Source: an optimization exercise on an open RTL-to-GDS flow (aim: small area, a short achievable clock period and few clock cycles). Production flows keep margins and buffers that such runs may drop. The RTL was checked by simulation tests, not by an equivalence proof against the original design. Power and IR drop assume default switching activity.

==> design/flow/design.v <==
module sbse (
    input  wire        clk,
    input  wire        rst,
    input  wire        go,
    input  wire [19:0] start,
    input  wire [19:0] stop,
    output wire        ready,
    output wire        done,
    output reg         err,
    output reg  [19:0] count,
    output reg  [39:0] sum
);
    localparam STOP_MAX = 20'hFFFF9;     
    localparam NPRIME   = 8'd170;        
    localparam ND       = 16;       
    localparam S_IDLE   = 0,
               S_CHECK  = 1,
               S_CHECK2 = 2,
               S_SETUP  = 3,
               S_RANGE  = 4,
               S_RANGE2 = 5,
               S_RANGE3 = 6,
               S_SEG    = 7,
               S_SIEVE  = 8,
               S_READ   = 9,
               S_FLUSH  = 10,
               S_FIN0   = 11,
               S_MUL    = 12,
               S_LAST   = 13,
               S_RANGE4 = 14,
               S_LAST2  = 15,
               S_RANGE0 = 16,
               S_RANGE5 = 17;
    reg [17:0] state;              
    reg        done_q, ready_q;
    reg [1:0]  l2;
    assign done  = done_q;
    assign ready = ready_q;
    reg [19:0] r_start, r_stop;    
    reg [1:0]  rs, re;             
    reg [9:0]  root;               
    reg [12:0] srem;
    reg [4:0]  step;
    reg [1:0]  n23;                
    reg [2:0]  s23;                
    reg        bad;
    reg [18:0] j0;                 
    reg        rlb, emp, jinc, hinc;
    wire [8:0]  rlen_mid = {1'b0, rlen[13:7], 1'b1} + {1'b0, ~j0[13:7], !rlb};    
    wire [6:0]  rlen_top = {rlen[19:14], 1'b1} + {~{1'b0, j0[18:14]}, !rlb};
    reg [19:0] rlen;               
    reg [8:0]  seg_len;            
    reg        seg_last;
    reg [4:0]  nw;                 
    reg [3:0]  ridx;
    reg        rd_on;              
    reg [8:0]  rd_len;             
    reg [4:0]  rd_nw;
    reg [255:0] sb;                
    integer k, s;
    reg [7:0] rom_a;
    reg [9:0] rom_q;
    always @(*) begin
        case (rom_a)
            8'd0: rom_q = 10'd5;
            8'd1: rom_q = 10'd7;
            8'd2: rom_q = 10'd11;
            8'd3: rom_q = 10'd13;
            8'd4: rom_q = 10'd17;
            8'd5: rom_q = 10'd19;
            8'd6: rom_q = 10'd23;
            8'd7: rom_q = 10'd29;
            8'd8: rom_q = 10'd31;
            8'd9: rom_q = 10'd37;
            8'd10: rom_q = 10'd41;
            8'd11: rom_q = 10'd43;
            8'd12: rom_q = 10'd47;
            8'd13: rom_q = 10'd53;
            8'd14: rom_q = 10'd59;
            8'd15: rom_q = 10'd61;
            8'd16: rom_q = 10'd67;
            8'd17: rom_q = 10'd71;
            8'd18: rom_q = 10'd73;
            8'd19: rom_q = 10'd79;
            8'd20: rom_q = 10'd83;
            8'd21: rom_q = 10'd89;
            8'd22: rom_q = 10'd97;
            8'd23: rom_q = 10'd101;
            8'd24: rom_q = 10'd103;
            8'd25: rom_q = 10'd107;
            8'd26: rom_q = 10'd109;
            8'd27: rom_q = 10'd113;
            8'd28: rom_q = 10'd127;
            8'd29: rom_q = 10'd131;
            8'd30: rom_q = 10'd137;
            8'd31: rom_q = 10'd139;
            8'd32: rom_q = 10'd149;
            8'd33: rom_q = 10'd151;
            8'd34: rom_q = 10'd157;
            8'd35: rom_q = 10'd163;
            8'd36: rom_q = 10'd167;
            8'd37: rom_q = 10'd173;
            8'd38: rom_q = 10'd179;
            8'd39: rom_q = 10'd181;
            8'd40: rom_q = 10'd191;
            8'd41: rom_q = 10'd193;
            8'd42: rom_q = 10'd197;
            8'd43: rom_q = 10'd199;
            8'd44: rom_q = 10'd211;
            8'd45: rom_q = 10'd223;
            8'd46: rom_q = 10'd227;
            8'd47: rom_q = 10'd229;
            8'd48: rom_q = 10'd233;
            8'd49: rom_q = 10'd239;
            8'd50: rom_q = 10'd241;
            8'd51: rom_q = 10'd251;
            8'd52: rom_q = 10'd257;
            8'd53: rom_q = 10'd263;
            8'd54: rom_q = 10'd269;
            8'd55: rom_q = 10'd271;
            8'd56: rom_q = 10'd277;
            8'd57: rom_q = 10'd281;
            8'd58: rom_q = 10'd283;
            8'd59: rom_q = 10'd293;
            8'd60: rom_q = 10'd307;
            8'd61: rom_q = 10'd311;
            8'd62: rom_q = 10'd313;
            8'd63: rom_q = 10'd317;
            8'd64: rom_q = 10'd331;
            8'd65: rom_q = 10'd337;
            8'd66: rom_q = 10'd347;
            8'd67: rom_q = 10'd349;
            8'd68: rom_q = 10'd353;
            8'd69: rom_q = 10'd359;
            8'd70: rom_q = 10'd367;
            8'd71: rom_q = 10'd373;
            8'd72: rom_q = 10'd379;
            8'd73: rom_q = 10'd383;
            8'd74: rom_q = 10'd389;
            8'd75: rom_q = 10'd397;
            8'd76: rom_q = 10'd401;
            8'd77: rom_q = 10'd409;
            8'd78: rom_q = 10'd419;
            8'd79: rom_q = 10'd421;
            8'd80: rom_q = 10'd431;
            8'd81: rom_q = 10'd433;
            8'd82: rom_q = 10'd439;
            8'd83: rom_q = 10'd443;
            8'd84: rom_q = 10'd449;
            8'd85: rom_q = 10'd457;
            8'd86: rom_q = 10'd461;
            8'd87: rom_q = 10'd463;
            8'd88: rom_q = 10'd467;
            8'd89: rom_q = 10'd479;
            8'd90: rom_q = 10'd487;
            8'd91: rom_q = 10'd491;
            8'd92: rom_q = 10'd499;
            8'd93: rom_q = 10'd503;
            8'd94: rom_q = 10'd509;
            8'd95: rom_q = 10'd521;
            8'd96: rom_q = 10'd523;
            8'd97: rom_q = 10'd541;
            8'd98: rom_q = 10'd547;
            8'd99: rom_q = 10'd557;
            8'd100: rom_q = 10'd563;
            8'd101: rom_q = 10'd569;
            8'd102: rom_q = 10'd571;
            8'd103: rom_q = 10'd577;
            8'd104: rom_q = 10'd587;
            8'd105: rom_q = 10'd593;
            8'd106: rom_q = 10'd599;
            8'd107: rom_q = 10'd601;
            8'd108: rom_q = 10'd607;
            8'd109: rom_q = 10'd613;
            8'd110: rom_q = 10'd617;
            8'd111: rom_q = 10'd619;
            8'd112: rom_q = 10'd631;
            8'd113: rom_q = 10'd641;
            8'd114: rom_q = 10'd643;
            8'd115: rom_q = 10'd647;
            8'd116: rom_q = 10'd653;
            8'd117: rom_q = 10'd659;
            8'd118: rom_q = 10'd661;
            8'd119: rom_q = 10'd673;
            8'd120: rom_q = 10'd677;
            8'd121: rom_q = 10'd683;
            8'd122: rom_q = 10'd691;
            8'd123: rom_q = 10'd701;
            8'd124: rom_q = 10'd709;
            8'd125: rom_q = 10'd719;
            8'd126: rom_q = 10'd727;
            8'd127: rom_q = 10'd733;
            8'd128: rom_q = 10'd739;
            8'd129: rom_q = 10'd743;
            8'd130: rom_q = 10'd751;
            8'd131: rom_q = 10'd757;
            8'd132: rom_q = 10'd761;
            8'd133: rom_q = 10'd769;
            8'd134: rom_q = 10'd773;
            8'd135: rom_q = 10'd787;
            8'd136: rom_q = 10'd797;
            8'd137: rom_q = 10'd809;
            8'd138: rom_q = 10'd811;
            8'd139: rom_q = 10'd821;
            8'd140: rom_q = 10'd823;
            8'd141: rom_q = 10'd827;
            8'd142: rom_q = 10'd829;
            8'd143: rom_q = 10'd839;
            8'd144: rom_q = 10'd853;
            8'd145: rom_q = 10'd857;
            8'd146: rom_q = 10'd859;
            8'd147: rom_q = 10'd863;
            8'd148: rom_q = 10'd877;
            8'd149: rom_q = 10'd881;
            8'd150: rom_q = 10'd883;
            8'd151: rom_q = 10'd887;
            8'd152: rom_q = 10'd907;
            8'd153: rom_q = 10'd911;
            8'd154: rom_q = 10'd919;
            8'd155: rom_q = 10'd929;
            8'd156: rom_q = 10'd937;
            8'd157: rom_q = 10'd941;
            8'd158: rom_q = 10'd947;
            8'd159: rom_q = 10'd953;
            8'd160: rom_q = 10'd967;
            8'd161: rom_q = 10'd971;
            8'd162: rom_q = 10'd977;
            8'd163: rom_q = 10'd983;
            8'd164: rom_q = 10'd991;
            8'd165: rom_q = 10'd997;
            8'd166: rom_q = 10'd1009;
            8'd167: rom_q = 10'd1013;
            8'd168: rom_q = 10'd1019;
            8'd169: rom_q = 10'd1021;
        default: rom_q = 10'd1023;
        endcase
    end
    function [3:0] div3_step;      
        input [1:0] r;
        input [1:0] d;
        reg [3:0] v;
        begin
            v = {r, d};
            if (v >= 4'd9)      div3_step = {2'd3, v[1:0] - 2'd1};
            else if (v >= 4'd6) div3_step = {2'd2, v[1:0] - 2'd2};
            else if (v >= 4'd3) div3_step = {2'd1, v[1:0] - 2'd3};
            else                div3_step = {2'd0, v[1:0]};
        end
    endfunction
    function [8:0] div3_10;        
        input [9:0] p;
        reg [3:0] d;
        reg [1:0] r;
        reg [9:0] q;
        integer i;
        begin
            r = 2'd0;
            for (i = 4; i >= 0; i = i - 1) begin
                d = div3_step(r, p[2*i +: 2]);
                q[2*i +: 2] = d[3:2];
                r = d[1:0];
            end
            div3_10 = q[8:0];
        end
    endfunction
    wire [3:0]  ds_s  = div3_step(rs, r_start[19:18]);
    wire [3:0]  ds_e  = div3_step(re, r_stop[19:18]);
    wire [12:0] sq_r  = {srem[10:0], r_stop[19:18]};
    wire [12:0] sq_t  = {1'b0, root, 2'b01};
    wire [12:0] sq_d  = sq_r - sq_t;
    reg        issuing;
    reg [7:0]  pi, pi1;
    reg        pend;               
    reg        gapr;
    reg [13:0] bx;
    reg [11:0] bt;
    wire cut     = dp0 > root;
    wire dp0_big = (dp0[9:5] != 5'd0);
    wire gap_now = dv[0] ? (dp0_big && ({dp0, 2'b00} < {3'd0, seg_len})) : gapr;
    wire iss_ok  = issuing && !gap_now && !cut && !pend;
    always @(*) rom_a = pi;
    reg [ND:0] dv;
    reg [9:0]  dp0, dp1, dp2, dp3, dp4, dp5, dp6, dp7, dp8, dp9, dp10, dp11, dp12, dp13, dp14, dp15, dp16;
    wire [1:0] dr0 = j0[18:17];
    reg [2:0]  dr1;
    reg [3:0]  dr2;
    reg [4:0]  dr3;
    reg [5:0]  dr4;
    reg [6:0]  dr5;
    reg [7:0]  dr6;
    reg [8:0]  dr7;
    reg [9:0]  dr8;
    reg [9:0]  dr9;
    reg [9:0]  dr10;
    reg [9:0]  dr11;
    reg [9:0]  dr12;
    reg [9:0]  dr13;
    reg [9:0]  dr14;
    reg [9:0]  dr15;
    reg [9:0]  dr16;
    wire [9:0] dpA = dp14, dpL = dp16;
    wire [9:0] drL = dr16;
    reg [8:0]  da15, da16;         
    reg [10:0] db16;               
    wire [2:0] dv1 = {dr0, j0[16]};
    wire [3:0] dd1 = {1'b0, dv1} - {1'b0, dp0[2:0]};
    wire       ds1 = (dp0[9:3] == 7'd0) && !dd1[3];
    wire [3:0] dv2 = {dr1, j0[15]};
    wire [4:0] dd2 = {1'b0, dv2} - {1'b0, dp1[3:0]};
    wire       ds2 = (dp1[9:4] == 6'd0) && !dd2[4];
    wire [4:0] dv3 = {dr2, j0[14]};
    wire [5:0] dd3 = {1'b0, dv3} - {1'b0, dp2[4:0]};
    wire       ds3 = (dp2[9:5] == 5'd0) && !dd3[5];
    wire [5:0] dv4 = {dr3, j0[13]};
    wire [6:0] dd4 = {1'b0, dv4} - {1'b0, dp3[5:0]};
    wire       ds4 = (dp3[9:6] == 4'd0) && !dd4[6];
    wire [6:0] dv5 = {dr4, j0[12]};
    wire [7:0] dd5 = {1'b0, dv5} - {1'b0, dp4[6:0]};
    wire       ds5 = (dp4[9:7] == 3'd0) && !dd5[7];
    wire [7:0] dv6 = {dr5, j0[11]};
    wire [8:0] dd6 = {1'b0, dv6} - {1'b0, dp5[7:0]};
    wire       ds6 = (dp5[9:8] == 2'd0) && !dd6[8];
    wire [8:0] dv7 = {dr6, j0[10]};
    wire [9:0] dd7 = {1'b0, dv7} - {1'b0, dp6[8:0]};
    wire       ds7 = (dp6[9:9] == 1'd0) && !dd7[9];
    wire [9:0] dv8 = {dr7, j0[9]};
    wire [10:0] dd8 = {1'b0, dv8} - {1'b0, dp7[9:0]};
    wire       ds8 = !dd8[10];
    wire [10:0] dv9 = {dr8, j0[8]};
    wire [11:0] dd9 = {1'b0, dv9} - {2'b00, dp8};
    wire [10:0] dv10 = {dr9, j0[7]};
    wire [11:0] dd10 = {1'b0, dv10} - {2'b00, dp9};
    wire [10:0] dv11 = {dr10, j0[6]};
    wire [11:0] dd11 = {1'b0, dv11} - {2'b00, dp10};
    wire [10:0] dv12 = {dr11, j0[5]};
    wire [11:0] dd12 = {1'b0, dv12} - {2'b00, dp11};
    wire [10:0] dv13 = {dr12, j0[4]};
    wire [11:0] dd13 = {1'b0, dv13} - {2'b00, dp12};
    wire [10:0] dv14 = {dr13, j0[3]};
    wire [11:0] dd14 = {1'b0, dv14} - {2'b00, dp13};
    wire [10:0] dv15 = {dr14, j0[2]};
    wire [11:0] dd15 = {1'b0, dv15} - {2'b00, dp14};
    wire [10:0] dv16 = {dr15, j0[1]};
    wire [11:0] dd16 = {1'b0, dv16} - {2'b00, dp15};
    reg        f1v, f1skip;
    reg [11:0] f1A, f1B;
    reg [10:0] f1t;
    wire [10:0] fR    = {drL, j0[0]};                
    wire        skipA = (j0[18:9] == 10'd0) && (j0[8:0] <= da16);
    reg        f2v;
    reg [12:0] f2A, f2B, f2A2, f2B2;
    reg [11:0] f2t2;
    wire [12:0] f1At  = {f1A[11], f1A} + {2'b0, f1t};
    wire [12:0] f1Bt  = {f1B[11], f1B} + {2'b0, f1t};
    wire [12:0] f1At2 = {f1A[11], f1A} + {1'b0, f1t, 1'b0};
    wire [12:0] f1Bt2 = {f1B[11], f1B} + {1'b0, f1t, 1'b0};
    wire        f1cA  = f1A[11] || f1skip;
    reg [12:0] mA, mB, mA2, mB2;
    reg [11:0] mt2;
    reg [13:0] mlm;                
    reg [13:0] f2lm;
    reg         inA, inB, inA2, inB2;      
    wire [12:0] mA_x  = f2v ? f2A  : (mA  + {1'b0, mt2});
    wire [12:0] mB_x  = f2v ? f2B  : (mB  + {1'b0, mt2});
    wire [12:0] mA2_x = f2v ? f2A2 : (mA2 + {1'b0, mt2});
    wire [12:0] mB2_x = f2v ? f2B2 : (mB2 + {1'b0, mt2});
    wire        mlm_ok = !mlm[13];
    wire        inA_x  = (!state[S_SEG]) && (f2v ? (f2A  < {4'd0, seg_len}) : (inA && mlm_ok && (mA  < mlm[12:0])));
    wire        inB_x  = (!state[S_SEG]) && (f2v ? (f2B  < {4'd0, seg_len}) : (inB && mlm_ok && (mB  < mlm[12:0])));
    wire        inA2_x = (!state[S_SEG]) && (f2v ? (f2A2 < {4'd0, seg_len}) : (inA && mlm_ok && (mA2 < mlm[12:0])));
    wire        inB2_x = (!state[S_SEG]) && (f2v ? (f2B2 < {4'd0, seg_len}) : (inB && mlm_ok && (mB2 < mlm[12:0])));
    reg [15:0] rowA, colA, rowB, colB, rowA2, colA2, rowB2, colB2;
    always @(*) begin
        for (k = 0; k < 16; k = k + 1) begin
            rowA[k]  = inA  && (mA[7:4]  == k);
            colA[k]  = (mA[3:0]  == k);
            rowB[k]  = inB  && (mB[7:4]  == k);
            colB[k]  = (mB[3:0]  == k);
            rowA2[k] = inA2 && (mA2[7:4] == k);
            colA2[k] = (mA2[3:0] == k);
            rowB2[k] = inB2 && (mB2[7:4] == k);
            colB2[k] = (mB2[3:0] == k);
        end
    end
    wire pipe_empty = !issuing && (dv == {(ND+1){1'b0}}) && !f1v && !f2v && !inA && !inB && !rd_on;
    reg        rv1, rv2, rv3, rv4, rv5;
    reg [4:0]  r2c;
    reg [7:0]  r2ci;
    reg [3:0]  r2par;
    reg [6:0]  rc3;
    reg        mbit, in_mul;
    reg [15:0] rm;
    reg [3:0]  q_ev, q_od, q_b1, q_b2, q_b3;
    reg [4:0]  rc;
    reg [9:0]  re_w;
    reg [22:0] k48;                
    reg [39:0] rx;                 
    reg        sc1, sc2, sc3;      
    reg        ccy;                
    wire [15:0] rword = sb[{ridx, 4'd0} +: 16];
    reg  [15:0] rmask;
    always @(*) begin
        for (k = 0; k < 16; k = k + 1)
            rmask[k] = (rd_len[8:4] != 5'd0) || (k < rd_len[3:0]);
    end
    function [3:0] pc8;
        input [7:0] x;
        begin
            pc8 = {3'd0, x[0]} + {3'd0, x[1]} + {3'd0, x[2]} + {3'd0, x[3]}
                + {3'd0, x[4]} + {3'd0, x[5]} + {3'd0, x[6]} + {3'd0, x[7]};
        end
    endfunction
    wire [4:0] c_w   = {1'b0, q_ev} + {1'b0, q_od};
    wire [7:0] ci_w  = {4'd0, q_od} + {3'd0, q_b1, 1'b0} + {2'd0, q_b2, 2'b0} + {1'd0, q_b3, 3'b0};
    wire [9:0] e_w   = {1'b0, r2ci, 1'b0} + {2'b0, r2ci} + {5'd0, r2c} + {6'd0, r2par};
    wire [10:0] sum_p0  = {1'b0, sum[9:0]} + {1'b0, rx[9:0]};
    wire [11:0] sum_p1  = {1'b0, sum[19:10], 1'b1} + {1'b0, rx[19:10], sc1};
    wire [11:0] sum_p2  = {1'b0, sum[29:20], 1'b1} + {1'b0, rx[29:20], sc2};
    wire [10:0] sum_p3  = {sum[39:30], 1'b1} + {rx[39:30], sc3};
    reg         lastf;
    reg [4:0]   mhi;                
    reg [4:0]   msb_c;
    always @(*) begin
        msb_c = 5'd0;
        for (k = 0; k < 17; k = k + 1)
            if (count[k]) msb_c = k;
    end
    wire        mul_end = (step == 5'd17) || (step > mhi);
    wire [4:0]  cnt_op  = lastf ? {3'd0, n23} : (rv4 ? rc : 5'd0);
    wire [6:0]  cnt_lo  = {1'b0, count[5:0]} + {2'b00, cnt_op[4:0]};
    wire [18:0] last_w = j0 + {10'd0, rd_nw - 5'd1, 4'd0};
    reg [15:0] pat;                
    reg        pat_en, first_seg;   
    reg [9:0]  exm;                
    reg [8:0]  cap;                
    reg [3:0]  ph5, ph5_x;
    wire [3:0] ph5_n = (ph5 >= 4'd4) ? ph5 - 4'd4 : ph5 + 4'd6;    
    reg [3:0]  ph7, ph7_x;
    wire [3:0] ph7_n = (ph7 >= 4'd12) ? ph7 - 4'd12 : ph7 + 4'd2;    
    reg [4:0]  ph11, ph11_x;
    wire [4:0] ph11_n = (ph11 >= 5'd6) ? ph11 - 5'd6 : ph11 + 5'd16;    
    reg [4:0]  ph13, ph13_x;
    wire [4:0] ph13_n = (ph13 >= 5'd10) ? ph13 - 5'd10 : ph13 + 5'd16;    
    reg [5:0]  ph17, ph17_x;
    wire [5:0] ph17_n = (ph17 >= 6'd18) ? ph17 - 6'd18 : ph17 + 6'd16;    
    reg [5:0]  ph19, ph19_x;
    wire [5:0] ph19_n = (ph19 >= 6'd22) ? ph19 - 6'd22 : ph19 + 6'd16;    
    reg [5:0]  ph23, ph23_x;
    wire [5:0] ph23_n = (ph23 >= 6'd30) ? ph23 - 6'd30 : ph23 + 6'd16;    
    reg [5:0]  ph29, ph29_x;
    wire [5:0] ph29_n = (ph29 >= 6'd42) ? ph29 - 6'd42 : ph29 + 6'd16;    
    reg [5:0]  ph31, ph31_x;
    wire [5:0] ph31_n = (ph31 >= 6'd46) ? ph31 - 6'd46 : ph31 + 6'd16;    
    always @(*) begin
        pat[0] = !(pat_en && ridx == 4'd0 && exm[0]) && ((cap[0] && (ph5 == 1 || ph5 == 8)) ||
                  (cap[1] && (ph7 == 2 || ph7 == 11)) ||
                  (cap[2] && (ph11 == 3 || ph11 == 18)) ||
                  (cap[3] && (ph13 == 4 || ph13 == 21)) ||
                  (cap[4] && (ph17 == 5 || ph17 == 28)) ||
                  (cap[5] && (ph19 == 6 || ph19 == 31)) ||
                  (cap[6] && (ph23 == 7 || ph23 == 38)) ||
                  (cap[7] && (ph29 == 9 || ph29 == 48)) ||
                  (cap[8] && (ph31 == 10 || ph31 == 51)));
        pat[1] = !(pat_en && ridx == 4'd0 && exm[1]) && ((cap[0] && (ph5 == 0 || ph5 == 7)) ||
                  (cap[1] && (ph7 == 1 || ph7 == 10)) ||
                  (cap[2] && (ph11 == 2 || ph11 == 17)) ||
                  (cap[3] && (ph13 == 3 || ph13 == 20)) ||
                  (cap[4] && (ph17 == 4 || ph17 == 27)) ||
                  (cap[5] && (ph19 == 5 || ph19 == 30)) ||
                  (cap[6] && (ph23 == 6 || ph23 == 37)) ||
                  (cap[7] && (ph29 == 8 || ph29 == 47)) ||
                  (cap[8] && (ph31 == 9 || ph31 == 50)));
        pat[2] = !(pat_en && ridx == 4'd0 && exm[2]) && ((cap[0] && (ph5 == 9 || ph5 == 6)) ||
                  (cap[1] && (ph7 == 0 || ph7 == 9)) ||
                  (cap[2] && (ph11 == 1 || ph11 == 16)) ||
                  (cap[3] && (ph13 == 2 || ph13 == 19)) ||
                  (cap[4] && (ph17 == 3 || ph17 == 26)) ||
                  (cap[5] && (ph19 == 4 || ph19 == 29)) ||
                  (cap[6] && (ph23 == 5 || ph23 == 36)) ||
                  (cap[7] && (ph29 == 7 || ph29 == 46)) ||
                  (cap[8] && (ph31 == 8 || ph31 == 49)));
        pat[3] = !(pat_en && ridx == 4'd0 && exm[3]) && ((cap[0] && (ph5 == 8 || ph5 == 5)) ||
                  (cap[1] && (ph7 == 13 || ph7 == 8)) ||
                  (cap[2] && (ph11 == 0 || ph11 == 15)) ||
                  (cap[3] && (ph13 == 1 || ph13 == 18)) ||
                  (cap[4] && (ph17 == 2 || ph17 == 25)) ||
                  (cap[5] && (ph19 == 3 || ph19 == 28)) ||
                  (cap[6] && (ph23 == 4 || ph23 == 35)) ||
                  (cap[7] && (ph29 == 6 || ph29 == 45)) ||
                  (cap[8] && (ph31 == 7 || ph31 == 48)));
        pat[4] = !(pat_en && ridx == 4'd0 && exm[4]) && ((cap[0] && (ph5 == 7 || ph5 == 4)) ||
                  (cap[1] && (ph7 == 12 || ph7 == 7)) ||
                  (cap[2] && (ph11 == 21 || ph11 == 14)) ||
                  (cap[3] && (ph13 == 0 || ph13 == 17)) ||
                  (cap[4] && (ph17 == 1 || ph17 == 24)) ||
                  (cap[5] && (ph19 == 2 || ph19 == 27)) ||
                  (cap[6] && (ph23 == 3 || ph23 == 34)) ||
                  (cap[7] && (ph29 == 5 || ph29 == 44)) ||
                  (cap[8] && (ph31 == 6 || ph31 == 47)));
        pat[5] = !(pat_en && ridx == 4'd0 && exm[5]) && ((cap[0] && (ph5 == 6 || ph5 == 3)) ||
                  (cap[1] && (ph7 == 11 || ph7 == 6)) ||
                  (cap[2] && (ph11 == 20 || ph11 == 13)) ||
                  (cap[3] && (ph13 == 25 || ph13 == 16)) ||
                  (cap[4] && (ph17 == 0 || ph17 == 23)) ||
                  (cap[5] && (ph19 == 1 || ph19 == 26)) ||
                  (cap[6] && (ph23 == 2 || ph23 == 33)) ||
                  (cap[7] && (ph29 == 4 || ph29 == 43)) ||
                  (cap[8] && (ph31 == 5 || ph31 == 46)));
        pat[6] = !(pat_en && ridx == 4'd0 && exm[6]) && ((cap[0] && (ph5 == 5 || ph5 == 2)) ||
                  (cap[1] && (ph7 == 10 || ph7 == 5)) ||
                  (cap[2] && (ph11 == 19 || ph11 == 12)) ||
                  (cap[3] && (ph13 == 24 || ph13 == 15)) ||
                  (cap[4] && (ph17 == 33 || ph17 == 22)) ||
                  (cap[5] && (ph19 == 0 || ph19 == 25)) ||
                  (cap[6] && (ph23 == 1 || ph23 == 32)) ||
                  (cap[7] && (ph29 == 3 || ph29 == 42)) ||
                  (cap[8] && (ph31 == 4 || ph31 == 45)));
        pat[7] = !(pat_en && ridx == 4'd0 && exm[7]) && ((cap[0] && (ph5 == 4 || ph5 == 1)) ||
                  (cap[1] && (ph7 == 9 || ph7 == 4)) ||
                  (cap[2] && (ph11 == 18 || ph11 == 11)) ||
                  (cap[3] && (ph13 == 23 || ph13 == 14)) ||
                  (cap[4] && (ph17 == 32 || ph17 == 21)) ||
                  (cap[5] && (ph19 == 37 || ph19 == 24)) ||
                  (cap[6] && (ph23 == 0 || ph23 == 31)) ||
                  (cap[7] && (ph29 == 2 || ph29 == 41)) ||
                  (cap[8] && (ph31 == 3 || ph31 == 44)));
        pat[8] = !(pat_en && ridx == 4'd0 && exm[8]) && ((cap[0] && (ph5 == 3 || ph5 == 0)) ||
                  (cap[1] && (ph7 == 8 || ph7 == 3)) ||
                  (cap[2] && (ph11 == 17 || ph11 == 10)) ||
                  (cap[3] && (ph13 == 22 || ph13 == 13)) ||
                  (cap[4] && (ph17 == 31 || ph17 == 20)) ||
                  (cap[5] && (ph19 == 36 || ph19 == 23)) ||
                  (cap[6] && (ph23 == 45 || ph23 == 30)) ||
                  (cap[7] && (ph29 == 1 || ph29 == 40)) ||
                  (cap[8] && (ph31 == 2 || ph31 == 43)));
        pat[9] = !(pat_en && ridx == 4'd0 && exm[9]) && ((cap[0] && (ph5 == 2 || ph5 == 9)) ||
                  (cap[1] && (ph7 == 7 || ph7 == 2)) ||
                  (cap[2] && (ph11 == 16 || ph11 == 9)) ||
                  (cap[3] && (ph13 == 21 || ph13 == 12)) ||
                  (cap[4] && (ph17 == 30 || ph17 == 19)) ||
                  (cap[5] && (ph19 == 35 || ph19 == 22)) ||
                  (cap[6] && (ph23 == 44 || ph23 == 29)) ||
                  (cap[7] && (ph29 == 0 || ph29 == 39)) ||
                  (cap[8] && (ph31 == 1 || ph31 == 42)));
        pat[10] = ((cap[0] && (ph5 == 1 || ph5 == 8)) ||
                  (cap[1] && (ph7 == 6 || ph7 == 1)) ||
                  (cap[2] && (ph11 == 15 || ph11 == 8)) ||
                  (cap[3] && (ph13 == 20 || ph13 == 11)) ||
                  (cap[4] && (ph17 == 29 || ph17 == 18)) ||
                  (cap[5] && (ph19 == 34 || ph19 == 21)) ||
                  (cap[6] && (ph23 == 43 || ph23 == 28)) ||
                  (cap[7] && (ph29 == 57 || ph29 == 38)) ||
                  (cap[8] && (ph31 == 0 || ph31 == 41)));
        pat[11] = ((cap[0] && (ph5 == 0 || ph5 == 7)) ||
                  (cap[1] && (ph7 == 5 || ph7 == 0)) ||
                  (cap[2] && (ph11 == 14 || ph11 == 7)) ||
                  (cap[3] && (ph13 == 19 || ph13 == 10)) ||
                  (cap[4] && (ph17 == 28 || ph17 == 17)) ||
                  (cap[5] && (ph19 == 33 || ph19 == 20)) ||
                  (cap[6] && (ph23 == 42 || ph23 == 27)) ||
                  (cap[7] && (ph29 == 56 || ph29 == 37)) ||
                  (cap[8] && (ph31 == 61 || ph31 == 40)));
        pat[12] = ((cap[0] && (ph5 == 9 || ph5 == 6)) ||
                  (cap[1] && (ph7 == 4 || ph7 == 13)) ||
                  (cap[2] && (ph11 == 13 || ph11 == 6)) ||
                  (cap[3] && (ph13 == 18 || ph13 == 9)) ||
                  (cap[4] && (ph17 == 27 || ph17 == 16)) ||
                  (cap[5] && (ph19 == 32 || ph19 == 19)) ||
                  (cap[6] && (ph23 == 41 || ph23 == 26)) ||
                  (cap[7] && (ph29 == 55 || ph29 == 36)) ||
                  (cap[8] && (ph31 == 60 || ph31 == 39)));
        pat[13] = ((cap[0] && (ph5 == 8 || ph5 == 5)) ||
                  (cap[1] && (ph7 == 3 || ph7 == 12)) ||
                  (cap[2] && (ph11 == 12 || ph11 == 5)) ||
                  (cap[3] && (ph13 == 17 || ph13 == 8)) ||
                  (cap[4] && (ph17 == 26 || ph17 == 15)) ||
                  (cap[5] && (ph19 == 31 || ph19 == 18)) ||
                  (cap[6] && (ph23 == 40 || ph23 == 25)) ||
                  (cap[7] && (ph29 == 54 || ph29 == 35)) ||
                  (cap[8] && (ph31 == 59 || ph31 == 38)));
        pat[14] = ((cap[0] && (ph5 == 7 || ph5 == 4)) ||
                  (cap[1] && (ph7 == 2 || ph7 == 11)) ||
                  (cap[2] && (ph11 == 11 || ph11 == 4)) ||
                  (cap[3] && (ph13 == 16 || ph13 == 7)) ||
                  (cap[4] && (ph17 == 25 || ph17 == 14)) ||
                  (cap[5] && (ph19 == 30 || ph19 == 17)) ||
                  (cap[6] && (ph23 == 39 || ph23 == 24)) ||
                  (cap[7] && (ph29 == 53 || ph29 == 34)) ||
                  (cap[8] && (ph31 == 58 || ph31 == 37)));
        pat[15] = ((cap[0] && (ph5 == 6 || ph5 == 3)) ||
                  (cap[1] && (ph7 == 1 || ph7 == 10)) ||
                  (cap[2] && (ph11 == 10 || ph11 == 3)) ||
                  (cap[3] && (ph13 == 15 || ph13 == 6)) ||
                  (cap[4] && (ph17 == 24 || ph17 == 13)) ||
                  (cap[5] && (ph19 == 29 || ph19 == 16)) ||
                  (cap[6] && (ph23 == 38 || ph23 == 23)) ||
                  (cap[7] && (ph29 == 52 || ph29 == 33)) ||
                  (cap[8] && (ph31 == 57 || ph31 == 36)));
        ph5_x = (dv[ND] && dpL == 10'd5) ? fR[3:0] : rd_on ? ph5_n : ph5;
        ph7_x = (dv[ND] && dpL == 10'd7) ? fR[3:0] : rd_on ? ph7_n : ph7;
        ph11_x = (dv[ND] && dpL == 10'd11) ? fR[4:0] : rd_on ? ph11_n : ph11;
        ph13_x = (dv[ND] && dpL == 10'd13) ? fR[4:0] : rd_on ? ph13_n : ph13;
        ph17_x = (dv[ND] && dpL == 10'd17) ? fR[5:0] : rd_on ? ph17_n : ph17;
        ph19_x = (dv[ND] && dpL == 10'd19) ? fR[5:0] : rd_on ? ph19_n : ph19;
        ph23_x = (dv[ND] && dpL == 10'd23) ? fR[5:0] : rd_on ? ph23_n : ph23;
        ph29_x = (dv[ND] && dpL == 10'd29) ? fR[5:0] : rd_on ? ph29_n : ph29;
        ph31_x = (dv[ND] && dpL == 10'd31) ? fR[5:0] : rd_on ? ph31_n : ph31;
    end
    wire set_all = (state[S_CHECK2]);
    reg [15:0] set_w;
    always @(*) begin
        for (k = 0; k < 16; k = k + 1)
            set_w[k] = set_all || (rd_on && ridx == k);
    end
    always @(posedge clk) begin
        for (s = 0; s < 256; s = s + 1)
            sb[s] <= (!set_w[s/16] & sb[s]) |
                     (rowA[s/16] & colA[s%16]) | (rowB[s/16] & colB[s%16]) |
                     (rowA2[s/16] & colA2[s%16]) | (rowB2[s/16] & colB2[s%16]);
        if (dv[0]) begin
            gapr <= dp0_big && ({dp0, 3'b000} < {4'd0, seg_len});
            bx   <= {1'b0, dp0, 3'b000} + {2'b00, dp0, 2'b00};
            bt   <= {dp0, 2'b00};
        end else begin
            gapr <= gapr && (bx < {5'd0, seg_len});
            bx   <= bx + {2'b00, bt};
        end
        if (state[S_SEG])
            gapr <= 1'b0;
        dp0 <= rom_q;
        dr1 <= ds1 ? dd1[2:0] : dv1;
        dp1 <= dp0;
        dr2 <= ds2 ? dd2[3:0] : dv2;
        dp2 <= dp1;
        dr3 <= ds3 ? dd3[4:0] : dv3;
        dp3 <= dp2;
        dr4 <= ds4 ? dd4[5:0] : dv4;
        dp4 <= dp3;
        dr5 <= ds5 ? dd5[6:0] : dv5;
        dp5 <= dp4;
        dr6 <= ds6 ? dd6[7:0] : dv6;
        dp6 <= dp5;
        dr7 <= ds7 ? dd7[8:0] : dv7;
        dp7 <= dp6;
        dr8 <= ds8 ? dd8[9:0] : dv8;
        dp8 <= dp7;
        dr9 <= dd9[11] ? dv9[9:0] : dd9[9:0];
        dp9 <= dp8;
        dr10 <= dd10[11] ? dv10[9:0] : dd10[9:0];
        dp10 <= dp9;
        dr11 <= dd11[11] ? dv11[9:0] : dd11[9:0];
        dp11 <= dp10;
        dr12 <= dd12[11] ? dv12[9:0] : dd12[9:0];
        dp12 <= dp11;
        dr13 <= dd13[11] ? dv13[9:0] : dd13[9:0];
        dp13 <= dp12;
        dr14 <= dd14[11] ? dv14[9:0] : dd14[9:0];
        dp14 <= dp13;
        dr15 <= dd15[11] ? dv15[9:0] : dd15[9:0];
        dp15 <= dp14;
        dr16 <= dd16[11] ? dv16[9:0] : dd16[9:0];
        dp16 <= dp15;
        da15 <= div3_10(dpA);
        da16 <= da15;
        db16 <= {da15, 2'b00} + {2'b00, da15} + 11'd1 + {9'd0, da15[0], 1'b0};
        if (state[S_RANGE3])
            cap <= 9'd0;
        else if (dv[ND])
            cap <= cap | {dpL == 10'd31, dpL == 10'd29, dpL == 10'd23, dpL == 10'd19, dpL == 10'd17, dpL == 10'd13, dpL == 10'd11, dpL == 10'd7, dpL == 10'd5};
        ph5 <= ph5_x;
        ph7 <= ph7_x;
        ph11 <= ph11_x;
        ph13 <= ph13_x;
        ph17 <= ph17_x;
        ph19 <= ph19_x;
        ph23 <= ph23_x;
        ph29 <= ph29_x;
        ph31 <= ph31_x;
        f1A    <= {3'd0, da16} - {1'b0, fR};
        f1B    <= {1'b0, db16} - {1'b0, fR};
        f1t    <= {dpL, 1'b0};
        f1skip <= skipA;
        f2A    <= f1cA    ? f1At  : {1'b0, f1A};
        f2A2   <= f1cA    ? f1At2 : f1At;
        f2B    <= f1B[11] ? f1Bt  : {1'b0, f1B};
        f2B2   <= f1B[11] ? f1Bt2 : f1Bt;
        f2t2   <= {f1t, 1'b0};
        f2lm   <= {5'd0, seg_len} - {2'b00, f1t, 1'b0};
        if (f2v) begin
            mt2 <= f2t2;
            mlm <= f2lm;
        end
        if (f2v || inA) begin
            mA  <= mA_x;
            mA2 <= mA2_x;
        end
        if (f2v || inB) begin
            mB  <= mB_x;
            mB2 <= mB2_x;
        end
        rm   <= ~(rword | pat) & rmask;
        q_ev <= pc8({rm[14], rm[12], rm[10], rm[8], rm[6], rm[4], rm[2], rm[0]});
        q_od <= pc8({rm[15], rm[13], rm[11], rm[9], rm[7], rm[5], rm[3], rm[1]});
        q_b1 <= pc8({rm[15:14], rm[11:10], rm[7:6], rm[3:2]});
        q_b2 <= pc8({rm[15:12], rm[7:4]});
        q_b3 <= pc8(rm[15:8]);
        r2c   <= c_w;
        r2ci  <= ci_w;
        r2par <= j0[0] ? q_ev : q_od;
        rc    <= r2c;
        rc3   <= {2'b00, r2c} + {1'b0, r2c, 1'b0};
        re_w  <= e_w;
    end
    always @(posedge clk) begin
        if (rst) begin
            state   <= 18'd1 << S_IDLE;
            done_q  <= 1'b0;
            ready_q <= 1'b1;
            issuing <= 1'b0;
            dv      <= {(ND+1){1'b0}};
            f1v     <= 1'b0;
            f2v     <= 1'b0;
            rd_on   <= 1'b0;
            in_mul  <= 1'b0;
            rv1     <= 1'b0;
            rv2     <= 1'b0;
            rv3     <= 1'b0;
            rv4     <= 1'b0;
            rv5     <= 1'b0;
            inA     <= 1'b0;
            inB     <= 1'b0;
            inA2    <= 1'b0;
            inB2    <= 1'b0;
        end else begin
            dv  <= {dv[ND-1:0], iss_ok};
            f1v <= dv[ND] && (dpL[9:5] != 5'd0);
            f2v <= f1v;
            inA  <= inA_x;
            inB  <= inB_x;
            inA2 <= inA2_x;
            inB2 <= inB2_x;
            if (issuing && !gap_now && (cut || pend))
                issuing <= 1'b0;
            if (rd_on && {1'b0, ridx} == rd_nw - 5'd1)
                rd_on <= 1'b0;
            rv1 <= rd_on;
            rv2 <= rv1;
            rv3 <= rv2;
            rv4 <= rv3;
            rv5 <= rv4;
            case (1'b1)
            state[S_IDLE]: begin
                if (go) begin
                    state   <= 18'd1 << S_CHECK;
                    done_q  <= 1'b0;
                    ready_q <= 1'b0;
                end
            end
            state[S_CHECK]:  state <= 18'd1 << S_CHECK2;
            state[S_CHECK2]: begin
                if (bad) begin
                    state   <= 18'd1 << S_IDLE;
                    done_q  <= 1'b1;
                    ready_q <= 1'b1;
                end else
                    state <= 18'd1 << S_SETUP;
            end
            state[S_SETUP]:  if (step == 5'd9) state <= 18'd1 << S_RANGE0;
            state[S_RANGE0]: state <= 18'd1 << S_RANGE;
            state[S_RANGE]:  state <= 18'd1 << S_RANGE2;
            state[S_RANGE2]: state <= 18'd1 << S_RANGE4;
            state[S_RANGE4]: state <= 18'd1 << S_RANGE5;
            state[S_RANGE5]: state <= 18'd1 << S_RANGE3;
            state[S_RANGE3]: state <= emp ? (18'd1 << S_LAST) : (18'd1 << S_SEG);
            state[S_SEG]: begin
                issuing <= 1'b1;
                state   <= 18'd1 << S_SIEVE;
            end
            state[S_SIEVE]: begin
                if (pipe_empty) begin
                    rd_on <= 1'b1;
                    state <= seg_last ? (18'd1 << S_READ) : (18'd1 << S_SEG);
                end
            end
            state[S_READ]:  if (!rd_on) state <= 18'd1 << S_FLUSH;
            state[S_FLUSH]: if (!rv1 && !rv2 && !rv3 && !rv4 && !rv5) state <= 18'd1 << S_FIN0;
            state[S_FIN0]: begin
                in_mul <= 1'b1;
                state  <= 18'd1 << S_MUL;
            end
            state[S_MUL]: begin
                if (mul_end) begin
                    in_mul <= 1'b0;
                    state  <= 18'd1 << S_LAST;
                end
            end
            state[S_LAST]: begin
                l2    <= 2'd0;
                state <= 18'd1 << S_LAST2;
            end
            state[S_LAST2]: begin               
                l2 <= l2 + 2'd1;
                if (l2 == 2'd2) begin
                    state   <= 18'd1 << S_IDLE;
                    done_q  <= 1'b1;
                    ready_q <= 1'b1;
                end
            end
            default: state <= 18'd1 << S_IDLE;
            endcase
        end
    end
    always @(posedge clk) begin
        if (iss_ok) begin
            pi   <= pi1;
            pi1  <= pi1 + 8'd1;
            pend <= (pi1 == NPRIME);
        end
        if (rd_on) begin
            ridx   <= ridx + 4'd1;
            rd_len <= (rd_len[8:4] != 5'd0) ? rd_len - 9'd16 : 9'd0;
        end
        lastf <= ((state[S_MUL]) && mul_end) || (state[S_RANGE3] && emp);
        err   <= bad;
        if (!state[S_IDLE]) begin
            count[5:0]   <= cnt_lo[5:0];
            ccy          <= cnt_lo[6];
            count[16:6]  <= count[16:6] + {10'd0, ccy};
        end
        if (rv4)
            k48 <= k48 + {12'd0, rc3, 4'd0};
        if (in_mul)
            rx <= mbit ? {r_stop, r_start} : 40'd0;
        else if (rv4)
            rx <= {{16{1'b0}}, 14'd0, re_w} - {17'd0, k48};
        else
            rx <= 40'd0;
        if (!state[S_IDLE]) begin
            sum <= {sum_p3[10:1], sum_p2[10:1], sum_p1[10:1], sum_p0[9:0]};
            sc1 <= sum_p0[10];
            sc2 <= sum_p1[11];
            sc3 <= sum_p2[11];
        end
        case (1'b1)
        state[S_IDLE]: begin
            if (go) begin
                r_start <= start;
                r_stop  <= stop;
            end
        end
        state[S_CHECK]: begin
            rs   <= 2'd0;
            re   <= 2'd0;
            root <= 10'd0;
            srem <= 13'd0;
            step <= 5'd0;
            k48  <= 23'd0;
            bad  <= (r_start == 20'd0) || (r_start > r_stop) || (r_stop > STOP_MAX);
            n23  <= ((r_start <= 20'd2 && r_stop >= 20'd2) ? 2'd1 : 2'd0)
                  + ((r_start <= 20'd3 && r_stop >= 20'd3) ? 2'd1 : 2'd0);
            s23  <= ((r_start <= 20'd2 && r_stop >= 20'd2) ? 3'd2 : 3'd0)
                  + ((r_start <= 20'd3 && r_stop >= 20'd3) ? 3'd3 : 3'd0);
        end
        state[S_CHECK2]: begin
            sum <= bad ? 40'd0 : {37'd0, s23};
            sc1 <= 1'b0;
            sc2 <= 1'b0;
            sc3 <= 1'b0;
            ccy <= 1'b0;
            count <= 20'd0;
        end
        state[S_SETUP]: begin
            rs <= ds_s[1:0];
            re <= ds_e[1:0];
            if (!sq_d[12]) begin
                srem <= sq_d;
                root <= {root[8:0], 1'b1};
            end else begin
                srem <= sq_r;
                root <= {root[8:0], 1'b0};
            end
            r_start <= {r_start[17:0], ds_s[3:2]};
            r_stop  <= {r_stop[17:0], ds_e[3:2]};
            step    <= step + 5'd1;
        end
        state[S_RANGE0]: begin
            jinc <= (r_start[18:0] == 19'd0) || (rs == 2'd2 && !r_start[0]);
            hinc <= !({1'b0, re} < 3'd1 + {2'b00, r_stop[0]});
        end
        state[S_RANGE]: begin
            j0   <= r_start[18:0] + {18'd0, jinc};
            rlen <= {1'b0, r_stop[18:0] + {18'd0, hinc}};
        end
        state[S_RANGE2]: begin
            {rlb, rlen[6:0]} <= {1'b0, rlen[6:0]} - {1'b0, j0[6:0]};
            emp <= (rlen[18:0] <= j0);                      
        end
        state[S_RANGE4]: begin
            rlen[13:7] <= rlen_mid[7:1];
            rlb        <= !rlen_mid[8];
        end
        state[S_RANGE5]: rlen[19:14] <= rlen_top[6:1];
        state[S_RANGE3]: begin
            ccy <= 1'b0;
            pi   <= 8'd0;
            pi1  <= 8'd1;
            pend <= 1'b0;
            first_seg <= 1'b1;
            exm[0] <= (j0 == 19'd1) || (j0 == 19'd2) || (j0 == 19'd3) || (j0 == 19'd4) || (j0 == 19'd5) || (j0 == 19'd6) || (j0 == 19'd7) || (j0 == 19'd9) || (j0 == 19'd10);
            exm[1] <= (j0 == 19'd1) || (j0 == 19'd2) || (j0 == 19'd3) || (j0 == 19'd4) || (j0 == 19'd5) || (j0 == 19'd6) || (j0 == 19'd8) || (j0 == 19'd9);
            exm[2] <= (j0 == 19'd1) || (j0 == 19'd2) || (j0 == 19'd3) || (j0 == 19'd4) || (j0 == 19'd5) || (j0 == 19'd7) || (j0 == 19'd8);
            exm[3] <= (j0 == 19'd1) || (j0 == 19'd2) || (j0 == 19'd3) || (j0 == 19'd4) || (j0 == 19'd6) || (j0 == 19'd7);
            exm[4] <= (j0 == 19'd1) || (j0 == 19'd2) || (j0 == 19'd3) || (j0 == 19'd5) || (j0 == 19'd6);
            exm[5] <= (j0 == 19'd1) || (j0 == 19'd2) || (j0 == 19'd4) || (j0 == 19'd5);
            exm[6] <= (j0 == 19'd1) || (j0 == 19'd3) || (j0 == 19'd4);
            exm[7] <= (j0 == 19'd2) || (j0 == 19'd3);
            exm[8] <= (j0 == 19'd1) || (j0 == 19'd2);
            exm[9] <= (j0 == 19'd1);
        end
        state[S_SEG]: begin
            seg_len  <= (rlen[19:8] != 12'd0) ? 9'd256 : rlen[8:0];
            seg_last <= (rlen[19:8] == 12'd0) || (rlen == 20'd256);
            nw       <= (rlen[19:8] != 12'd0) ? 5'd16 : ({1'b0, rlen[7:4]} + {4'd0, |rlen[3:0]});
        end
        state[S_SIEVE]: begin
            if (pipe_empty) begin
                pat_en    <= first_seg;
                first_seg <= 1'b0;
                ridx   <= 4'd0;
                rd_len <= seg_len;
                rd_nw  <= nw;
                if (!seg_last) begin
                    j0    <= j0 + 19'd256;
                    rlen  <= rlen - 20'd256;
                    pi    <= 8'd9;       
                    pi1   <= 8'd10;
                    pend  <= 1'b0;
                end
            end
        end
        state[S_FLUSH]: {r_stop, r_start} <= {21'd0, last_w};
        state[S_FIN0]: begin
            {r_stop, r_start} <= {19'd0, {2'b00, r_start[18:0]} + {1'b0, r_start[18:0], 1'b0}};
            step <= 5'd1;
            mbit <= count[0];
            mhi  <= msb_c;
        end
        state[S_MUL]: begin
            {r_stop, r_start} <= {r_stop[18:0], r_start, 1'b0};
            step <= step + 5'd1;
            mbit <= count[step];
        end
        default: ;
        endcase
    end
endmodule
==> design/flow/flow/run.sh <==
#!/bin/bash
# The standard layout (standard.sh), with the input and output port
# buffers chosen as sky130_fd_sc_hd__buf_4 instead of the resizer's default.
# The full make output goes to standard.log; ORFS keeps its per-step logs
# under orfs/logs.
set -euo pipefail
export BUFFER_PORTS_ARGS="-buffer_cell sky130_fd_sc_hd__buf_4"
bash standard.sh > standard.log 2>&1
==> design/flow/standard.sh <==
#!/bin/bash
# synth_recipe.tcl (not shown) runs the flow's synth.tcl, then flattens the netlist and writes it again
# the make line also repeats each setting of config.mk as NAME=value (left out here)
make -C /OpenROAD-flow-scripts/flow DESIGN_CONFIG=/design/flow/config.mk WORK_HOME=/design/flow/orfs CLKGATE_MAP_FILE= SYNTH_SCRIPT=/design/flow/synth_recipe.tcl "${@:-finish}"
==> design/flow/config.mk <==
export PLATFORM = sky130hd
export DESIGN_NAME = sbse
export DESIGN_NICKNAME = sbse
export VERILOG_FILES = /design/flow/design.v
export SDC_FILE = /design/flow/constraint.sdc
export NUM_CORES = 4
export LEC_CHECK = 0
export CAP_MARGIN = 20
export CORE_MARGIN = 2
export CORE_UTILIZATION = 40
export PLACE_DENSITY = 0.6
export SLEW_MARGIN = 20
==> design/flow/constraint.sdc <==
create_clock -name core_clock -period 12.0 [get_ports {clk}]
set_input_delay 2.4000 -clock core_clock [delete_from_list [all_inputs] [get_ports {clk}]]
set_output_delay 2.4000 -clock core_clock [all_outputs]
set_load 0.01 [all_outputs]
==> results of run 1 <==
layout make-up:
type / count / area (um^2)
diodes: 2 / 5.00
clock inverters: 66 / 870
well taps: 2480 / 3100
flip-flops and latches: 1261 / 28100
clock buffers: 208 / 4270
multi-input cells: 5970 / 43400
fillers: 17831 / 102000
inverters: 589 / 2210
repair buffers: 205 / 1590
routing by layer:
layer	global-route usage, %	vias up	routed length [um]
met4	13.2	12	14000
met3	5.20	732	19200
met5	0.403	-	180
li1	-	29671	-
met1	31.7	30961	101000
met2	40.9	2737	114000
worst min path at each step:
stage / end / slack (ps)
finish: f2B2[0]$_DFF_P_ / 330
global route: f2B2[0]$_DFF_P_ / 330
CTS: f2B2[0]$_DFF_P_ / 330
detailed placement: f2B2[0]$_DFF_P_ / 310
global placement: f2A2[0]$_DFF_P_ / 310
floorplan: f2A2[0]$_DFF_P_ / 310
power by group through the flow:
stage          Sequential, W  Clock, W  Combinational [W]
6_report             0.00546   0.00472            0.00421
5_1_grt              0.00553   0.00497            0.00480
4_1_cts              0.00547   0.00480            0.00424
3_5_place_dp         0.00555         0            0.00417
3_3_place_gp         0.00554         0            0.00406
2_1_floorplan        0.00534         0            0.00329
registers in the layout (all words and copies together) (netlist names), 13 cells and up:
name,cells
dv,17
mB,13
rlen,20
r_stop,20
k48,19
mA,13
f2lm,13
state,18
rx,40
rm,16
f2B2,13
sum,40
sb,256
r_start,20
j0,19
f2A2,13
count,17
mlm,13
per-stage QoR:
stage	worst slack (ps)	util [%]	instances	hold WS [ps]	instance area, um^2
2_1_floorplan	6970	-	8262	310	74900
3_3_place_gp	8130	42.1	10496	315	78200
3_5_place_dp	8010	42.1	10498	314	78300
4_1_cts	8010	44.9	10772	328	83400
5_1_grt	7800	45.0	10780	329	83600
6_report	8080	45.0	10781	327	83600
cell families after synthesis:
group	share of synthesized area [%]
adder cells (fa/ha/maj)	13.1
XOR/XNOR	4.97
flip-flops	37.5
AO/OA/AOI/OAI	19.8
AND/OR/NAND/NOR	14.5
other	0.0100
buffers and inverters	5.19
multiplexers	4.90
cells in the final DEF, fill, tap and decap left out, drive strengths merged, types with 32 or more instances in the layout:
master  instances
dfxtp         975
nand2         728
ha            662
inv           590
nor2          554
a21oi         461
o21ai         432
a22oi         387
xnor2         316
nand3         313
edfxtp        286
clkbuf        208
buf           205
nor3          194
a21o          160
o22ai         156
nor2b         119
xor2          109
mux2          106
nand2b         88
mux4           86
fa             76
o21bai         74
a211o          69
nand4          54
mux2i          54
a21boi         53
o31ai          52
a211oi         51
nor4           49
clkinv         47
a22o           45
and2           38
o21a           34
or3            34
a31oi          32
==> flow_metrics.tcl, run 1 <==
set metrics [dict create \
    hp-class "flop to flop" \
    grt_pass1_wl_mm 379 \
    rr_endpoint "j0[15]$_DFFE_PP_" \
    ctsResizeCount 0 \
    yosys-top-cells-area "dfxtp_1 26%, edfxtp_1 11%, ha_1 11%" \
    r2r_cells 8 \
    fin_crit_ps 3920 \
    crit_start "count[16]$_DFF_P_" \
    io_pins 106 \
    yosysTopAreaCellShare_pct 26.1 \
    synth_edf_count 286 \
    reg2reg_slack_ps 8090 \
    p_sw_share_pct 32.4 \
    maxCapViolations 0 \
    peakVddDrop_v 0.000144 \
    critPathKind "flop to primary output" \
    area_delta_synth_final_pct 11.6 \
    combPwrFrac_pct 29.2 \
    drive_gt1_share_pct 9.39 \
    finalClockSkew_ps 72.8 \
    grtUsageTotal_pct 25.3 \
    critical_path.max_stage_delay_ps 530 \
    coreArea_um2 186000 \
    postRouteAntennaNets 0 \
    netlist_instances 8259 \
    power.internal_w 0.00973 \
    antenna_found_initial 8 \
    fmax_mhz 255 \
    drc 0 \
    die_area_um2 191000 \
    cts-root-buf "clkbuf_16" \
    ys.flop_type "dfxtp_1" \
    p_leak_nw 34.6 \
    worst-path-max-fanout 8 \
    viasPerCell 5.95 \
    critPathRequiredTime_ps 9600 \
    nets 8956 \
    arrival_ps 1520 \
    grt-ovfl-total 0 \
    cts_buffers 148 \
    cts.htree.levels 4 \
    first_pass_iters 9 \
    routedWlPerCell_um 23.0 \
    totalPowerFinal_w 0.0144 \
    r2r_start "f2v$_SDFF_PP0_" \
    pwr-share-clk_pct 32.8 \
    hold_path.startpoint "f1B[0]$_DFF_P_" \
    vias 64113 \
    yosys.area.top_type "dfxtp_1" \
    seq_area_frac_synth_pct 37.5 \
    path_delay_family "flip-flops" \
    synth.cell_area_um2 74900 \
    period_share_pct 32.7 \
    fin_tns_setup_ps 0 \
    grt_max_degree 75 \
    die_h_um 437 \
    cp.buffers_inverters 1 \
    fp-row-count 158 \
    path_depth 1 \
    async_flop_share_pct 0 \
    cts_tree "built" \
    status "timing/DRC/antenna clean" \
    synth-seq-cells 1261 \
    p_switching_w 0.00467 \
    clkLatencyLatePin_ps 820 \
    crit_end "count[16]" \
    post_cts_buffers 0 \
    ys_types 93 \
    syn_area_per_cell_um2 9.07 \
    crit_path_cell_trace "buf_4" \
    ctsHoldBuffers 0 \
    power_density_nw_per_um2 172 \
    finalHoldViolations 0 \
    wl_mm 248 \
    setup_viol 0 \
    seqPwrFrac_pct 38.0 \
    max-slew-margin-rel_pct 14.3 \
    cp-end-kind "primary output" \
    cpMaxStageDelayCell "dfxtp_1" \
    worstMarginPinSlew_ps 1280 \
    cp-start-kind "flop" \
    drt_iter0_markers 6857 \
    grt_setup_unrepaired "no" \
    numPortBuffers 102 \
    netlist_top_cells_count "975 x dfxtp_1, 728 x nand2_1, 662 x ha_1" \
    place.detailed.hpwl_mm 178 \
    start_util_pct 40.3 \
    clock_path_buffers 3 \
    slew_violations 0 \
    synth.most_common_cell "dfxtp_1" \
    yosysWarnings 1 \
    clock_sinks 1261 \
    die_w_um 437 \
    clk_pin_slew_ps 60 \
    grt_pass1_vias 63387 \
    hold_path_depth 0 \
    gp_congestion 0.961 \
]
Testbench counts, summed over its fixed seeds: cycles 38,175.
==> inputs of run 2 (changes only) <==
--- a/design/flow/config.mk
+++ b/design/flow/config.mk
@@ -8,5 +8,5 @@
 export CAP_MARGIN = 20
 export CORE_MARGIN = 2
-export CORE_UTILIZATION = 40
-export PLACE_DENSITY = 0.6
+export CORE_UTILIZATION = 50
+export PLACE_DENSITY = 0.65
 export SLEW_MARGIN = 20
==> run 2 against run 1 <==
Setup slack lost 120 ps. Via count is 0.72% higher. Sequential cell count stayed put. Critical path depth unchanged. Final cell count is 5.2% lower. Combinational power fell by 1%. Maximum frequency shrank 3.1%. Synthesized cell count stayed put. Critical path type unchanged. Largest power group unchanged.
==> flow_metrics.tcl, run 2 <==
set metrics [dict create \
    finalClockSkew_ps 62.7 \
    setup_viol 0 \
    regArea_um2 28100 \
    cts-root-buf "clkbuf_16" \
    maxCapViolations 0 \
    top_regs "sb: 256 flops, rx: 40 flops, sum: 40 flops" \
    arrival_ps 1650 \
    p_leak_nw 34.4 \
    start_util_pct 50.2 \
    gp_congestion 1.03 \
    cp-end-kind "primary output" \
    seq_area_frac_synth_pct 37.5 \
    cpMaxStageDelayCell "dfxtp_1" \
    drive_gt1_share_pct 9.10 \
    worstMarginPinSlew_ps 1260 \
    status "timing/DRC/antenna clean" \
    final_cell_mix "968 x dfxtp_1, 728 x nand2_1, 662 x ha_1" \
    critical_path.max_stage_delay_ps 660 \
    yosys-top-cells-area "dfxtp_1 26%, edfxtp_1 11%, ha_1 11%" \
    fin_crit_ps 4050 \
    clock_sinks 1261 \
    clkLatencyLatePin_ps 800 \
    postRouteAntennaNets 0 \
    post_cts_buffers 0 \
    multi_input_area_um2 43400 \
    drt_iter0_markers 7370 \
    area_delta_synth_final_pct 10.1 \
    hold_slack_ps 316 \
    syn_area_per_cell_um2 9.07 \
    cp-start-kind "flop" \
    finalHoldViolations 0 \
    grt_setup_unrepaired "no" \
    cts_buffers 146 \
    worst-path-max-fanout 6 \
    ys_types 93 \
    slew_violations 0 \
    grt-ovfl-total 0 \
    hp-class "flop to flop" \
    viasPerCell 6.32 \
    yosys.area.top_type "dfxtp_1" \
    largest_register_ffs 256 \
    die_area_um2 153000 \
    coreArea_um2 149000 \
    clk_pin_slew_ps 60 \
    max-slew-margin-rel_pct 15.9 \
    wl_mm 248 \
    critPathRequiredTime_ps 9600 \
    synth.cell_area_um2 74900 \
    ctsHoldBuffers 0 \
    yosysTopAreaCellShare_pct 26.1 \
    synth.most_common_cell "dfxtp_1" \
    peakVddDrop_v 0.000154 \
    grtUsageTotal_pct 31.9 \
    antenna_found_initial 7 \
    grt_pass1_wl_mm 378 \
    netlist_top_cells_count "975 x dfxtp_1, 728 x nand2_1, 662 x ha_1" \
    clock_path_buffers 3 \
    netlist_instances 8259 \
    place.detailed.hpwl_mm 183 \
    routedWlPerCell_um 24.3 \
    cts_tree "built" \
    fmax_mhz 247 \
    period_share_pct 33.7 \
    final_common_cell "dfxtp_1" \
    yosysWarnings 1 \
    grt_max_degree 89 \
    ctsResizeCount 0 \
    nets 8938 \
    power_density_nw_per_um2 172 \
    cts.htree.levels 4 \
    synth_edf_count 286 \
    synth-seq-cells 1261 \
    die_w_um 391 \
    grt_pass1_vias 62484 \
    ys.flop_type "dfxtp_1" \
    vias 64576 \
    numPortBuffers 102 \
    die_h_um 391 \
    fp-row-count 142 \
    async_flop_share_pct 0 \
    largest_register "sb" \
    io_pins 106 \
    first_pass_iters 8 \
    cp.buffers_inverters 1 \
    crit_path_cell_trace "buf_4" \
    drc 0 \
    fin_tns_setup_ps 0 \
    path_delay_family "flip-flops" \
    fill_cells 13392 \
    critPathKind "flop to primary output" \
]
run 2: cell counts after synthesis:
Identical to the previous run, type by type.
run 2: metal layers:
layer | track usage [%] | vias to the layer above | routed length (um)
li1 | - | 29636 | -
met1 | 41.2 | 31112 | 100000
met3 | 7.57 | 686 | 24100
met5 | 0.0957 | - | 43
met2 | 50.6 | 3136 | 112000
met4 | 14.7 | 6 | 12400
run 2: final timing paths:
path / start / endpoint / slack [ps] / depth (start not counted)
setup / recovery: count[1]$_DFF_P_ / count[1] / 7950 / 1
hold / removal: f1B[0]$_DFF_P_ / f2B2[0]$_DFF_P_ / 320 / 0
setup reg to reg: f2v$_SDFF_PP0_ / j0[8]$_DFFE_PP_ / 8210 / 8
hold reg to reg: f1B[0]$_DFF_P_ / f2B2[0]$_DFF_P_ / 320 / 0
run 2: final cells by class:
type	instances	area share [%]
diodes	5	0.0152
clock buffers	217	5.16
clock inverters	46	0.737
inverters	589	2.68
multi-input cells	5970	52.6
flip-flops and latches	1261	34.1
well taps	1944	2.95
repair buffers	189	1.72
run 2: cells by family (layout without fill, tap and decap cells):
family | after synthesis | after routing | synth area share, %
DFF | 1261 | 1261 | 37.5
buffers and inverters | 1031 | 1041 | 5.19
AOI/OAI and AO/OA | 2240 | 2240 | 19.8
and+or+nand+nor | 2316 | 2316 | 14.5
muxes | 246 | 246 | 4.90
adders and majority gates | 738 | 738 | 13.1
xor gates and xnor gates | 425 | 425 | 4.97
other | 2 | 10 | 0.0100
run 2: through the flow:
stage	area, um^2	setup WS, ps	total power [W]	instances	utilization [%]
after global routing	82500	7900	0.0151	10219	55.2
after detailed placement	77500	8130	0.00970	9952	51.9
after global placement	77500	8150	0.00959	9951	51.9
after floorplan	74900	6970	0.00863	8262	-
final	82500	7950	0.0142	10221	55.3
after CTS	82400	7930	0.0143	10215	55.2
run 2: report_power, final:
group | total [W] | switching [W] | internal, W
registers | 0.00547 | 0.000507 | 0.00497
logic | 0.00416 | 0.00216 | 0.00200
clock network | 0.00453 | 0.00188 | 0.00264
total | 0.0142 | 0.00455 | 0.00961
==> inputs of run 3 (changes only) <==
--- a/design/flow/design.v
+++ b/design/flow/design.v
@@ -383,5 +383,6 @@
         end
     end
-    wire pipe_empty = !issuing && (dv == {(ND+1){1'b0}}) && !f1v && !f2v && !inA && !inB && !rd_on;
+    wire pipe_now   = !issuing && (dv == {(ND+1){1'b0}}) && !f1v && !f2v && !inA && !inB && !rd_on;
+    reg  pipe_empty;               
     reg        rv1, rv2, rv3, rv4, rv5;
     reg [4:0]  r2c;
@@ -822,10 +823,9 @@
         end
         lastf <= ((state[S_MUL]) && mul_end) || (state[S_RANGE3] && emp);
+        pipe_empty <= pipe_now && !state[S_SEG] && !(state[S_SIEVE] && pipe_empty);
         err   <= bad;
-        if (!state[S_IDLE]) begin
-            count[5:0]   <= cnt_lo[5:0];
-            ccy          <= cnt_lo[6];
-            count[16:6]  <= count[16:6] + {10'd0, ccy};
-        end
+        count[5:0]   <= cnt_lo[5:0];
+        ccy          <= cnt_lo[6];
+        count[16:6]  <= count[16:6] + {10'd0, ccy};
         if (rv4)
             k48 <= k48 + {12'd0, rc3, 4'd0};
@@ -836,10 +836,8 @@
         else
             rx <= 40'd0;
-        if (!state[S_IDLE]) begin
-            sum <= {sum_p3[10:1], sum_p2[10:1], sum_p1[10:1], sum_p0[9:0]};
-            sc1 <= sum_p0[10];
-            sc2 <= sum_p1[11];
-            sc3 <= sum_p2[11];
-        end
+        sum <= {sum_p3[10:1], sum_p2[10:1], sum_p1[10:1], sum_p0[9:0]};
+        sc1 <= sum_p0[10];
+        sc2 <= sum_p1[11];
+        sc3 <= sum_p2[11];
         case (1'b1)
         state[S_IDLE]: begin
--- a/design/flow/config.mk
+++ b/design/flow/config.mk
@@ -8,5 +8,5 @@
 export CAP_MARGIN = 20
 export CORE_MARGIN = 2
-export CORE_UTILIZATION = 50
-export PLACE_DENSITY = 0.65
+export CORE_UTILIZATION = 40
+export PLACE_DENSITY = 0.6
 export SLEW_MARGIN = 20
==> run 3 against run 2 <==
Still clean on timing, DRC and antenna. Global-route usage decreased by 6.2 points. Sequential share of layout area is 0.38 points lower. Register-to-register slack worse by 40 ps. Final cell count is 5.8% higher. Clock-buffer cell count fell by 6. Critical path depth stayed put. Via count is 1.2% lower. Non-clock buffer count increased by 36. First-iteration DRC count down 12%. Clock skew is 19 ps lower. Combinational power increased by 25%. Largest cell class unchanged.
==> flow_metrics.tcl, run 3 <==
set metrics [dict create \
    yosysTopAreaCellShare_pct 26.2 \
    clock_sinks 1262 \
    grtUsageTotal_pct 25.7 \
    finalClockSkew_ps 43.7 \
    async_flop_share_pct 0 \
    p_leak_nw 34.4 \
    cts_buffers 148 \
    place.detailed.hpwl_mm 182 \
    nets 8991 \
    peakVddDrop_v 0.000174 \
    die_w_um 436 \
    clk_pin_slew_ps 60 \
    largest_register_ffs 256 \
    synth_edf_count 286 \
    setup_slack_ps 8090 \
    ys.flop_type "dfxtp_1" \
    final_cell_mix "967 x dfxtp_1, 712 x nand2_1, 662 x ha_1" \
    grt_pass1_wl_mm 382 \
    cts_tree "built" \
    first_pass_iters 8 \
    io_pins 106 \
    fp-row-count 158 \
    path_delay_family "flip-flops" \
    coreArea_um2 185000 \
    rr_endpoint "mB2[12]$_DFFE_PN_" \
    netlist_top_cells_count "976 x dfxtp_1, 713 x nand2_1, 662 x ha_1" \
    worstMarginPinSlew_ps 1300 \
    synth.most_common_cell "dfxtp_1" \
    grt_setup_unrepaired "no" \
    power_density_nw_per_um2 188 \
    syn_area_per_cell_um2 9.05 \
    clock_path_buffers 3 \
    cts-root-buf "clkbuf_16" \
    ctsHoldBuffers 0 \
    reg2reg_slack_ps 8170 \
    die_area_um2 190000 \
    yosysWarnings 1 \
    numPortBuffers 102 \
    grt_pass1_vias 62314 \
    regArea_um2 28100 \
    critPathKind "flop to primary output" \
    critical_path.max_stage_delay_ps 530 \
    largest_register "sb" \
    fmax_mhz 255 \
    ys_types 97 \
    cp-end-kind "primary output" \
    area_delta_synth_final_pct 11.8 \
    period_share_pct 32.6 \
    final_common_cell "dfxtp_1" \
    clkLatencyLatePin_ps 810 \
    critPathRequiredTime_ps 9600 \
    setup_viol 0 \
    yosys-top-cells-area "dfxtp_1 26%, edfxtp_1 12%, ha_1 11%" \
    yosys.area.top_type "dfxtp_1" \
    r2r_cells 11 \
    routedWlPerCell_um 23.3 \
    r2r_start "mB2[2]$_DFFE_PN_" \
    max-slew-margin-rel_pct 13.4 \
    grt-ovfl-total 0 \
    ctsResizeCount 0 \
    antenna_found_initial 3 \
    hold_path.startpoint "dp11[5]$_DFF_P_" \
    synth-seq-cells 1262 \
    hp-class "flop to flop" \
    cp-start-kind "flop" \
    crit_start "count[16]$_DFF_P_" \
    gp_congestion 1.01 \
    holdPathEnd "dp12[5]$_DFF_P_" \
    finalHoldViolations 0 \
    drt_iter0_markers 6478 \
    maxCapViolations 0 \
    cts.htree.levels 4 \
    fin_crit_ps 3910 \
    crit_path_cell_trace "buf_4" \
    post_cts_buffers 0 \
    worst-path-max-fanout 8 \
    cpMaxStageDelayCell "dfxtp_1" \
    dpl_worst_slack_ps 7370 \
    drive_gt1_share_pct 9.78 \
    status "timing/DRC/antenna clean" \
    die_h_um 436 \
    vias 63811 \
    seq_area_frac_synth_pct 37.7 \
    fin_tns_setup_ps 0 \
    multi_input_area_um2 43100 \
    netlist_instances 8248 \
    synth.cell_area_um2 74600 \
    grt_max_degree 81 \
    start_util_pct 40.3 \
    drc 0 \
    postRouteAntennaNets 0 \
    slew_violations 0 \
    top_regs "sb: 256 flops, rx: 40 flops, sum: 40 flops" \
    fill_cells 17884 \
    viasPerCell 5.90 \
    wl_mm 252 \
    arrival_ps 1510 \
    hold_path_depth 0 \
    cp.buffers_inverters 1 \
]
-- run 3: changes by cell type after synthesis, moves of 9 or more --
cell	change
a21oi_1	+34
a221o_1	+17
a22o_1	-37
a22oi_1	-55
buf_2	+9
clkbuf_1	-34
nand2_1	-15
nor2_1	+70
nor2b_1	+11
nor3_1	+9
o211ai_1	+11
o21bai_1	+9
o22ai_1	-15
-- run 3: how the worst max path moves through the flow --
| stage | end | slack, ps | cells after the start |
|---|---|---|---|
| after detailed placement | state[13]$_SDFFE_PP0P_ | 7370 | 9 |
| after global routing | state[13]$_SDFFE_PP0P_ | 7940 | 9 |
| after global placement | state[13]$_SDFFE_PP0P_ | 7410 | 9 |
| final | count[16] | 8090 | 1 |
| after CTS | count[16] | 8000 | 1 |
| after floorplan | state[13]$_SDFFE_PP0P_ | 7870 | 8 |
-- run 3: where the power goes --
group | internal, W | leakage [nW] | switching, W
registers | 0.00516 | 10.7 | 0.000630
logic | 0.00250 | 21.2 | 0.00268
clock network | 0.00276 | 2.50 | 0.00195
-- run 3: cell families after synthesis --
group,synth area share (%)
XOR/XNOR,5.02
other,0.0101
buffers and inverters,5.10
AO/OA/AOI/OAI,19.1
multiplexers,4.87
AND/OR/NAND/NOR,15.1
flip-flops,37.7
adder cells (fa/ha/maj),13.1
-- run 3: metrics by stage --
step	std cells	utilization, %	total power, W	cell area [um^2]	hold WS (ps)
after global placement	10527	42.1	0.0109	78100	333
final	10816	45.0	0.0157	83400	346
after global routing	10814	45.0	0.0168	83400	347
after floorplan	8251	-	0.00969	74700	310
after detailed placement	10531	42.2	0.0110	78200	336
after CTS	10805	44.9	0.0158	83300	343
-- run 3: metal layers --
layer  vias to the layer above  track usage, %  share of wire, %
met5                         -               0            0.0087
met4                         4            12.3               5.1
met3                       672            5.13               8.1
met2                      2842            41.2                45
met1                     30701            33.2                41
li1                      29592               -                 -
-- run 3: cell type report --
class	instances	area share, %
inverters	590	2.65
diodes	2	0.00600
multi-input cells	5983	51.7
repair buffers	225	2.11
flip-flops and latches	1262	33.7
clock inverters	63	0.903
clock buffers	211	5.20
well taps	2480	3.72
Testbench counts of run 3, summed over its fixed seeds: cycles 38,439.
